This design comes from an exercise in tuning for small area and few clock cycles on the open sky130 flow, not from production work. The RTL was checked by simulation tests, not by an equivalence proof against the original design. No driver is modelled on the clock port, so clock power and skew are understated where the tree is cut down; a real chip needs a root buffer or a tree. Power figures rest on the tool's default switching activity, not on a simulated workload.

==> module fc_decoder, before the edit <==
module fc_decoder (
    input  wire        clk,
    input  wire        rst,
    input  wire        mode,           
    input  wire        rx_valid,
    input  wire [7:0]  rx_data,
    input  wire        rx_last,
    output wire        pl_valid,
    output wire [7:0]  pl_data,
    output reg         done,
    output reg  [2:0]  status,
    output wire [15:0] type_out,
    output wire [15:0] len_out,
    output wire        mode_flip       
);
    localparam [2:0] ST_OK       = 3'd0,
                     ST_NOFRAME  = 3'd1,
                     ST_DANGLING = 3'd2,
                     ST_HDRSHORT = 3'd3,
                     ST_LENSHORT = 3'd4,
                     ST_CHECKSUM = 3'd5;
    localparam [1:0] P_HUNT  = 2'd0,    
                     P_IN    = 2'd1,    
                     P_AFTER = 2'd2;    
    localparam [2:0] Q_PAY  = 3'd4,     
                     Q_CS1  = 3'd5,     
                     Q_FULL = 3'd6;     
    reg [1:0]  phase;
    reg        first;          
    reg [1:0]  tcode;          
    reg        esc_pending;
    reg [2:0]  pos;
    reg [15:0] cnt;            
    reg [15:0] f_type;
    reg [15:0] f_len;
    reg [15:0] crc;
    reg [15:0] sum;
    reg        c0;             
    reg        c8;             
    reg        bad;            
    wire [1:0] ph          = first ? P_HUNT : phase;
    wire       is_flag     = (rx_data == 8'h7E);
    wire       u_valid     = rx_valid && (ph == P_IN) && !is_flag &&
                             (esc_pending || rx_data != 8'h7D);
    wire [7:0] u_data      = {rx_data[7:6], rx_data[5] ^ esc_pending, rx_data[4:0]};
    wire       take        = u_valid && (pos != Q_FULL);
    wire       hdr         = !pos[2];
    wire       cnt_zero    = (cnt == 16'd0);
    wire       in_pl       = (pos == Q_PAY) && !cnt_zero;
    wire       cs0         = (pos == Q_PAY) && cnt_zero;
    wire       cs1         = (pos == Q_CS1);
    wire [1:0] rcode = (rx_data[7:2] == 6'b100000) ? rx_data[1:0] : 2'd3;
    assign pl_valid = take && in_pl;
    assign pl_data  = u_data;
    wire [15:0] crc_nx;
    fc_crc_byte u_crc (.crc_in(crc), .d(u_data), .crc_out(crc_nx));
    wire        lo   = hdr ? pos[0] : (f_len[0] ^ cnt[0]);
    wire        w_lo = cs1 || (lo && !cs0);
    wire [7:0]  w_l  = u_data & {8{w_lo}};
    wire [7:0]  w_h  = u_data & {8{!w_lo}};
    wire [15:0] sum_nx;
    wire        c0_nx, c8_nx;
    fc_ripple #(8) u_add_l (.a(sum[7:0]),  .b(w_l), .ci(c0), .s(sum_nx[7:0]),  .co(c8_nx));
    fc_ripple #(8) u_add_h (.a(sum[15:8]), .b(w_h), .ci(c8), .s(sum_nx[15:8]), .co(c0_nx));
    wire byte_ff = (u_data == 8'hFF);
    wire closed = (phase == P_AFTER);
    wire full   = (pos == Q_FULL);
    wire crc_ok = (crc == 16'd0);
    wire t_ffff = (sum[15:9] == 7'h7F) && (sum[8] ^ c8) &&
                  (sum[7:1] == 7'h7F) && (sum[0] ^ c0);
    wire frm_ok = t_ffff && !bad;
    wire cs_any = crc_ok || frm_ok;
    always @(*) begin
        if (!closed)                status = (tcode == 2'd3) ? ST_NOFRAME : ST_OK;
        else if (esc_pending)       status = ST_DANGLING;
        else if (hdr)               status = ST_HDRSHORT;
        else if (!full)             status = ST_LENSHORT;
        else if (cs_any)            status = ST_OK;
        else                        status = ST_CHECKSUM;
    end
    assign mode_flip = done && closed && !esc_pending && full &&
                       cs_any && (mode ? !frm_ok : !crc_ok);
    assign type_out = closed ? f_type : {8'h00, 6'b100000, tcode};
    assign len_out  = closed ? f_len : 16'h0000;
    always @(posedge clk) begin
        if (rst) begin
            first <= 1'b1;
            done  <= 1'b0;
        end else begin
            done <= rx_valid && rx_last;
            if (rx_valid)
                first <= rx_last;
        end
    end
    always @(posedge clk) begin
        if (rx_valid) begin
            if (first)
                tcode <= rcode;
            case (ph)
                P_HUNT: begin
                    phase <= is_flag ? P_IN : P_HUNT;
                    if (is_flag) esc_pending <= 1'b0;
                end
                P_IN: if (is_flag) begin
                    phase <= P_AFTER;
                end else begin
                    phase <= P_IN;
                    if (esc_pending)
                        esc_pending <= 1'b0;
                    else if (rx_data == 8'h7D)
                        esc_pending <= 1'b1;
                end
                default: phase <= P_AFTER;
            endcase
        end
        if (rx_valid && ph == P_HUNT && is_flag) begin
            pos <= 3'd0;
            crc <= 16'h0000;
            sum <= 16'h0000;
            c0  <= 1'b0;
            c8  <= 1'b0;
        end else if (take) begin
            crc <= crc_nx;
            sum <= sum_nx;
            c0  <= c0_nx;
            c8  <= c8_nx;
            if (!in_pl)
                pos <= pos + 3'd1;
        end
        if (take) begin
            if (hdr)
                {f_type, f_len} <= {f_type[7:0], f_len, u_data};
            if (pos[2:1] == 2'b01)
                cnt <= {cnt[7:0], u_data};
            if (in_pl)
                cnt <= cnt - 16'd1;
            if (cs0)
                bad <= byte_ff && t_ffff;
        end
    end
endmodule
export LEC_CHECK = 0
export CAP_MARGIN = 0
export CORE_MARGIN = 2
export CORE_UTILIZATION = 55
export PLACE_DENSITY = 0.75
export SLEW_MARGIN = 0
create_clock -name core_clock -period 7.0 [get_ports {clk}]
standard.sh (not shown) runs the stock make flow with config.mk's settings and CLKGATE_MAP_FILE= SYNTH_SCRIPT=/design/flow/synth_recipe.tcl, a recipe that flattens the netlist after the stock synthesis.
==> flow/flow/run.sh <==
#!/bin/bash
# Layout flow: the standard flow (standard.sh) with
#  - synthesis mapped by several area-oriented ABC scripts, keeping the
#    smallest netlist (flow/my_synth.tcl, flow/s*.script),
#  - port buffers of the smallest buffer cell, repair aiming at the
#    library limits themselves (CAP_MARGIN, SLEW_MARGIN 0 in config.mk),
#  - a clock tree made by hand (flow/manual_cts.tcl, sourced before ORFS's
#    CTS step, replaces clock_tree_synthesis): 6 clkbuf_16 leaf buffers,
#    each for a sixth of the registers, fed by one clkbuf_8.
# Each tool's output goes to a log file in this folder (ORFS's own logs
# stay under orfs/logs).
set -e
W=$(pwd)
sed "s#SYNTH_SCRIPT=[^ ]*#SYNTH_SCRIPT=$W/flow/my_synth.tcl#" standard.sh > my_standard.sh
export MY_ABC_SCRIPTS="$(ls $W/flow/s*.script | tr '\n' ' ')"
export BUFFER_PORTS_ARGS="-buffer_cell sky130_fd_sc_hd__buf_1"
export PRE_CTS_TCL=$W/flow/manual_cts.tcl
export CTS_GROUPS=6
export CTS_CELL=sky130_fd_sc_hd__clkbuf_16
export CTS_ROOT=sky130_fd_sc_hd__clkbuf_8
bash my_standard.sh > standard.log 2>&1
Other scripts of this flow, unchanged in this note and not shown: flow/flow/manual_cts.tcl, flow/flow/my_synth.tcl, flow/flow/s01.script, flow/flow/s02.script, flow/flow/s03.script, flow/flow/s04.script, flow/flow/s05.script, flow/flow/s06.script, flow/flow/s07.script, flow/flow/s08.script, flow/flow/s09.script, flow/flow/s10.script, flow/flow/s11.script, flow/flow/s12.script, flow/flow/s13.script, flow/flow/s14.script, flow/flow/s15.script, flow/flow/s16.script, flow/flow/s17.script, flow/flow/s18.script
Testbench counts at the start, summed over its fixed seeds: cycles 22,351.
==> next run, changes <==
--- a/flow/design.v
+++ b/flow/design.v
@@ -228,11 +228,10 @@
     wire byte_ff = (u_data == 8'hFF);
     wire closed = (phase == P_AFTER);
     wire full   = (pos == Q_FULL);
     wire crc_ok = (crc == 16'd0);
-    wire t_ffff = (sum[15:9] == 7'h7F) && (sum[8] ^ c8) &&
-                  (sum[7:1] == 7'h7F) && (sum[0] ^ c0);
-    wire frm_ok = t_ffff && !bad;
+    wire frm_ok = (sum[15:9] == 7'h7F) && (sum[8] ^ c8) &&
+                  (sum[7:1] == 7'h7F) && (sum[0] ^ c0) && !bad;
     wire cs_any = crc_ok || frm_ok;
     always @(*) begin
         if (!closed)                status = (tcode == 2'd3) ? ST_NOFRAME : ST_OK;
         else if (esc_pending)       status = ST_DANGLING;
@@ -290,16 +289,21 @@
             if (!in_pl)
                 pos <= pos + 3'd1;
         end
         if (take) begin
-            if (hdr)
-                {f_type, f_len} <= {f_type[7:0], f_len, u_data};
-            if (pos[2:1] == 2'b01)
-                cnt <= {cnt[7:0], u_data};
+            case (pos)
+                3'd0: f_type[15:8] <= u_data;
+                3'd1: f_type[7:0]  <= u_data;
+                3'd2: begin f_len[15:8] <= u_data; cnt[15:8] <= u_data; end
+                3'd3: begin f_len[7:0]  <= u_data; cnt[7:0]  <= u_data; end
+                default: ;
+            endcase
             if (in_pl)
                 cnt <= cnt - 16'd1;
             if (cs0)
-                bad <= byte_ff && t_ffff;
+                bad <= byte_ff && (sum != 16'h0000 || c0 || c8);
+            if (cs1)
+                bad <= bad && byte_ff;
         end
     end
 endmodule
 module frame_codec (
Effect: The changed run passed the timing, design-rule and antenna checks; first-iteration DRC count increases by 20%; sequential power increases by about 3%; sequential share of layout area decreases by 0.26 points; power increases by about 14%; synthesized area increases by 0.75%; via count increases by about 0.7%; cell area increases by 0.65%.
Testbench counts after the change, summed over its fixed seeds: cycles 22,351.
No run of this note takes its clock network from TritonCTS; it comes from the design's own scripts or RTL.

-- static timing again, ports no longer ideal --
The flow's constraints put no driver on any port. The routed layouts listed below were extracted and timed again, unchanged, in two steps. Step 1 assumes that a clkbuf_16 drives the clock port and a buf_2 every other input. Step 2 moves the port delays by t, midway between the first and last clock arrival at a register: inputs arrive t later, outputs are due t later. That takes back most of the time a late clock gives input paths. a / b / c = no drivers / after step 1 / after step 2; a / b = the first two.
| run | t, ns | slack for setup (ns) | worst hold slack (ns) | slew at the worst register clock pin (ns) | worst slew at a driven data input, ns |
|---|---|---|---|---|---|
| the first run | 0.443 | 0.632 / 0.597 / 1.040 | 0.447 / 0.447 / 0.447 | 0.09 / 0.09 | 0.05 |
| the second run | 0.432 | 0.709 / 0.673 / 1.106 | 0.509 / 0.509 / 0.509 | 0.10 / 0.10 | 0.03 |
After both steps setup and hold are still met in every run listed.
